Context: an optimization exercise on an open-source flow, tuned for small area, a short achievable clock period and few clock cycles. The choices shown serve that exercise and are no tape-out recipe.
Where RTL was checked, it was by simulation tests only, not by an equivalence proof against the original.
Power is estimated from default activity; no workload was simulated.

== job 101 ==
## cc_framer
module cc_framer (
    input  wire        clk,
    input  wire        rst,
    input  wire        cmd_valid,
    output wire        cmd_ready,
    input  wire [1:0]  cmd_op,       
    input  wire [15:0] cmd_arg,      
    input  wire [31:0] cmd_time,     
    input  wire        in_valid,
    output reg         in_ready,
    input  wire [7:0]  in_data,
    output reg         out_valid,
    input  wire        out_ready,
    output wire [7:0]  out_data,
    output wire        out_last,
    output reg         resp_valid,
    input  wire        resp_ready,
    output reg         resp_err,
    output reg         resp_desync,
    output wire [15:0] resp_nout,
    output reg  [31:0] resp_desync_count
);
Settings: LEC_CHECK=0, CAP_MARGIN=20, CORE_MARGIN=2, CORE_UTILIZATION=60, CTS_CLUSTER_DIAMETER=100, CTS_CLUSTER_SIZE=30, PLACE_DENSITY=0.68, SETUP_SLACK_MARGIN=5, SLEW_MARGIN=20; clock period 8.0 ns.
run.sh (not shown) runs the stock make flow with config.mk's settings and CLKGATE_MAP_FILE= SYNTH_SCRIPT=/design/flow/synth_recipe.tcl, a recipe that flattens the netlist after the stock synthesis.
Testbench counts of job 101, summed over its fixed seeds: cycles 137,058.
Edits applied to the flow inputs when going from job 101 to job 102:
- changing CTS_CLUSTER_DIAMETER from 100 to 120
- changing CTS_CLUSTER_SIZE from 30 to 28
Results
The final instance count without filler cells was comparable across job 101 and job 102. Proportion of power drawn by the clock network, job 101 and job 102: higher on job 102. Compared with job 101, in job 102 sum of negative setup slack held steady, final critical-path share of the clock period grew by 0.97 points, final core area utilization held steady.
### job 102 -> job 103
- putting ABC_AREA at 1 where nothing was set
- swapping 28 for 30 in CTS_CLUSTER_SIZE
- swapping 120 for 100 in CTS_CLUSTER_DIAMETER
==> comparison <==
Leakage component of the power: job 103 vs job 102, no meaningful difference
Job 103 against job 102: number of remaining DRC errors essentially unchanged; ratio of final minimum period to clock period now smaller; cell internal power dissipation shrank by 260 µW.
The critical path depth of job 103 is higher than that of job 102.
sky130_fd_sc_hd__or4_4 as the cell with the largest stage delay on the worst path was reported by job 102, and sky130_fd_sc_hd__o211ai_1 by job 103.
Input-level comparison between job 104 and job 103:
- PLACE_DENSITY now 0.75, was 0.68
- ABC_AREA no longer set, was 1
Results
- Per the comparison of job 104 with job 103, share of the core filled with cells in the final layout rose by 0.20 points, hold slack rose by 0.0032 ns, worst path setup slack after routing rose by 0.023 ns, non-clock buffer share of cell area rose by 0.38 points.
- Job 104 reports a lower period utilization than job 103 does.
- Relative to job 103, detailed-route via count has decreased by 1446 in job 104.
- Wire length of the first global-routing pass for job 104: about 3% up relative to job 103
- In the reports for job 104 and job 103, the smaller count of cell instances traversed by the critical path belongs to job 104.
- Comparing the two runs side by side, job 104 comes out ahead of job 103 on achievable clock frequency.

## wip/delta
cc_framer, a different RTL version from the one above (not shown whole).
Size: ~4,200 cells after synthesis, roughly 2,400 flip-flops.
Settings: LEC_CHECK=0, CAP_MARGIN=20, CORE_MARGIN=2, CORE_UTILIZATION=60, CTS_CLUSTER_DIAMETER=90, CTS_CLUSTER_SIZE=25, PLACE_DENSITY=0.75, SETUP_SLACK_MARGIN=5, SLEW_MARGIN=20; clock period 8.0 ns.
Testbench counts of wip/delta, summed over its fixed seeds: cycles 137,058.
Input changes introduced in wip/indigo (baseline for comparison: wip/delta):
--- a/flow/config.mk
+++ b/flow/config.mk
@@ -10,4 +10,4 @@
-export CORE_UTILIZATION = 60
-export CTS_CLUSTER_DIAMETER = 90
-export CTS_CLUSTER_SIZE = 25
-export PLACE_DENSITY = 0.75
+export CORE_UTILIZATION = 70
+export CTS_CLUSTER_DIAMETER = 100
+export CTS_CLUSTER_SIZE = 30
+export PLACE_DENSITY = 0.8
Notes after the runs:
wip/indigo vs. wip/delta: clock buffer and inverter area fraction after layout now sits lower, number of buffers outside the clock class in the layout moved up, sum of internal, switching and leakage power -about 1.6%, number of detailed-route iterations in the first pass now smaller.
Looking at top routing layer in use, the met4 result is from wip/indigo; the met5 one comes from wip/delta.

## xenon
Another version of the RTL of cc_framer (not shown whole).
Size in the first run: ~4,200 cells after synthesis, about 2,400 flip-flops, roughly 0.061 mm2 of cells after synthesis.
Settings: LEC_CHECK=0, CAP_MARGIN=20, CORE_MARGIN=2, CORE_UTILIZATION=40, CTS_CLUSTER_DIAMETER=100, CTS_CLUSTER_SIZE=30, PLACE_DENSITY=0.6, SETUP_SLACK_MARGIN=5, SLEW_MARGIN=20; clock period 8.0 ns.
Setup changes, xenon to violet
- CORE_UTILIZATION changed from 40 to 70
- PLACE_DENSITY changed from 0.6 to 0.8
The setup slack of violet is larger than that of xenon. On instance count on the critical path: violet sits below xenon. violet ended up with a higher register-to-register setup slack than xenon did. Any difference in count of maximum capacitance violations between xenon and violet is small enough to ignore. Post-route worst hold slack (lower): xenon. Comparing xenon and violet, wire length is higher on violet.
No run of this note included a check of the RTL's function; only the layout flow was run.

Another version of the RTL of cc_framer (not shown whole).
For scale: about 4200 cells after synthesis, about 2400 flip-flops, roughly 130 I/O pins, roughly 61000 µm² of cells after synthesis.
==> flow/config.mk <==
export PLATFORM = sky130hd
export DESIGN_NAME = cc_framer
export DESIGN_NICKNAME = cc_framer
export VERILOG_FILES = /design/flow/design.v
export SDC_FILE = /design/flow/constraint.sdc
export NUM_CORES = 4
export LEC_CHECK = 0
export CAP_MARGIN = 20
export CORE_MARGIN = 2
export CORE_UTILIZATION = 40
export CTS_CLUSTER_DIAMETER = 100
export CTS_CLUSTER_SIZE = 30
export PLACE_DENSITY = 0.6
export SETUP_SLACK_MARGIN = 5
export SLEW_MARGIN = 20
==> flow/constraint.sdc <==
create_clock -name core_clock -period 8.0 [get_ports {clk}]
set_input_delay 1.6000 -clock core_clock [delete_from_list [all_inputs] [get_ports {clk}]]
set_output_delay 1.6000 -clock core_clock [all_outputs]
set_load 0.01 [all_outputs]
The first run passed the timing, design-rule and antenna checks.
Testbench counts at the start, summed over its fixed seeds: cycles 135,818.
==> next run, changes <==
--- a/flow/config.mk
+++ b/flow/config.mk
@@ -11,2 +11,2 @@
-export CTS_CLUSTER_DIAMETER = 100
-export CTS_CLUSTER_SIZE = 30
+export CTS_CLUSTER_DIAMETER = 50
+export CTS_CLUSTER_SIZE = 40
After rerunning: Via count came out higher by 1.9%. Global-route usage came out higher by 0.29 points. Wire length came out higher by 1.5%. Setup slack gains 0.047 ns. Synthesized cell count is unchanged. Clock skew came out higher by 0.020 ns.

cc_framer, a different RTL version from the one above (not shown whole).
Size: ~4200 cells after synthesis, ~2400 flip-flops, about 130 I/O pins, about 61000 µm² of cells after synthesis.
Design cc_framer, start of the top module:
module cc_framer (
    input  wire        clk,
    input  wire        rst,
    input  wire        cmd_valid,
    output wire        cmd_ready,
    input  wire [1:0]  cmd_op,       
    input  wire [15:0] cmd_arg,      
    input  wire [31:0] cmd_time,     
    input  wire        in_valid,
    output reg         in_ready,
    input  wire [7:0]  in_data,
    output reg         out_valid,
    input  wire        out_ready,
    output wire [7:0]  out_data,
    output wire        out_last,
    output reg         resp_valid,
    input  wire        resp_ready,
    output reg         resp_err,
    output reg         resp_desync,
    output wire [15:0] resp_nout,
    output reg  [31:0] resp_desync_count
);
clock: 8.0 ns
lec_check: 0
cap_margin: 20
core_margin: 2
core_utilization: 40
cts_cluster_diameter: 100
cts_cluster_size: 30
place_density: 0.6
setup_slack_margin: 5
slew_margin: 20
The baseline ran to the end with no violations.
Testbench counts at the start, summed over its fixed seeds: cycles 135,818.
Next try:
--- a/flow/config.mk
+++ b/flow/config.mk
@@ -10 +10 @@
-export CORE_UTILIZATION = 40
+export CORE_UTILIZATION = 60
@@ -13 +13 @@
-export PLACE_DENSITY = 0.6
+export PLACE_DENSITY = 0.75
Result: Sequential cell count is unchanged. Via count falls by 0.41%. Cell area falls by 1.7%. Combinational power grows by 3.0%. Setup slack is better by 0.055 ns. Cell count is lower by 11%. Synthesized area does not change. Clock power went down by about 3%.

cc_framer, a different RTL version from the one above (not shown whole).
For scale: roughly 4100 cells after synthesis, about 2400 flip-flops.
Settings: LEC_CHECK=0, CAP_MARGIN=20, CORE_MARGIN=2, CORE_UTILIZATION=40, PLACE_DENSITY=0.6, SETUP_SLACK_MARGIN=4.5, SLEW_MARGIN=20; clock period 8.0 ns.
Next try:
- SETUP_SLACK_MARGIN: 4.5 -> 5
Power rises by about 2%.
Die area stays the same.
Via count rises by about 2.4%.
Sequential share of layout area falls by 1.1 points.
Sequential power is about the same.
Wire length rises by about 3.7%.
Cell area rises by 1.9%.
Worst hold slack loses 0.046 ns.
No functional check of the RTL was part of any run of this note.

[static timing again, ports no longer ideal]
Ports are ideal in the flow. The routed layouts listed here were re-timed in OpenROAD.
Step 1, drivers: a clkbuf_16 drives clk and a buf_2 each remaining input, both assumed.
Step 2 times the ports against the registers' clock, not the clock port: input delays grow and output delays shrink by t, the midpoint of the rising clock arrivals with the driver on.
Three values: no drivers, after step 1, after step 2; two values: the first two.
| run | t (ns) | setup slack, ns | slew at the worst register clock pin (ns) | worst data-port slew with drivers (ns) | cell pins on the clock port's net |
|---|---|---|---|---|---|
| job 101 | 0.750 | 4.928 / 4.928 / 4.206 | 0.12 / 0.12 | 0.12 | 1 |
| job 102 | 0.753 | 4.850 / 4.850 / 4.188 | 0.11 / 0.11 | 0.11 | 1 |
| job 103 | 0.744 | 4.932 / 4.932 / 4.230 | 0.12 / 0.12 | 0.10 | 1 |
| job 104 | 0.771 | 4.956 / 4.912 / 4.188 | 0.12 / 0.12 | 0.12 | 1 |
| wip/delta | 0.762 | 4.875 / 4.875 / 4.223 | 0.10 / 0.10 | 0.13 | 1 |
| wip/indigo | 0.754 | 4.714 / 4.714 / 4.172 | 0.12 / 0.12 | 0.10 | 1 |
| xenon | 0.798 | 4.458 / 4.458 / 4.147 | 0.12 / 0.12 | 0.14 | 1 |
| violet | 0.745 | 4.475 / 4.475 / 4.231 | 0.12 / 0.12 | 0.13 | 1 |
| the first run of note 4 | 0.790 | 4.777 / 4.786 / 3.995 | 0.12 / 0.12 | 0.12 | 1 |
| the second run of note 4 | 0.843 | 4.824 / 4.824 / 4.002 | 0.12 / 0.12 | 0.12 | 1 |
| the first run of note 5 | 0.782 | 4.806 / 4.806 / 4.104 | 0.12 / 0.12 | 0.15 | 1 |
| the second run of note 5 | 0.762 | 4.861 / 4.861 / 4.216 | 0.12 / 0.12 | 0.11 | 1 |
| the first run of note 6 | 0.871 | 4.016 / 4.037 / 3.167 | 0.07 / 0.07 | 0.14 | 1 |
| the second run of note 6 | 0.883 | 3.965 / 3.981 / 3.097 | 0.07 / 0.07 | 0.14 | 1 |
After both steps setup and hold are still met in every run listed. For the second run of note 6, which loses most, drivers alone change the setup slack by +0.016 ns; drivers and shift together by -0.868 ns.
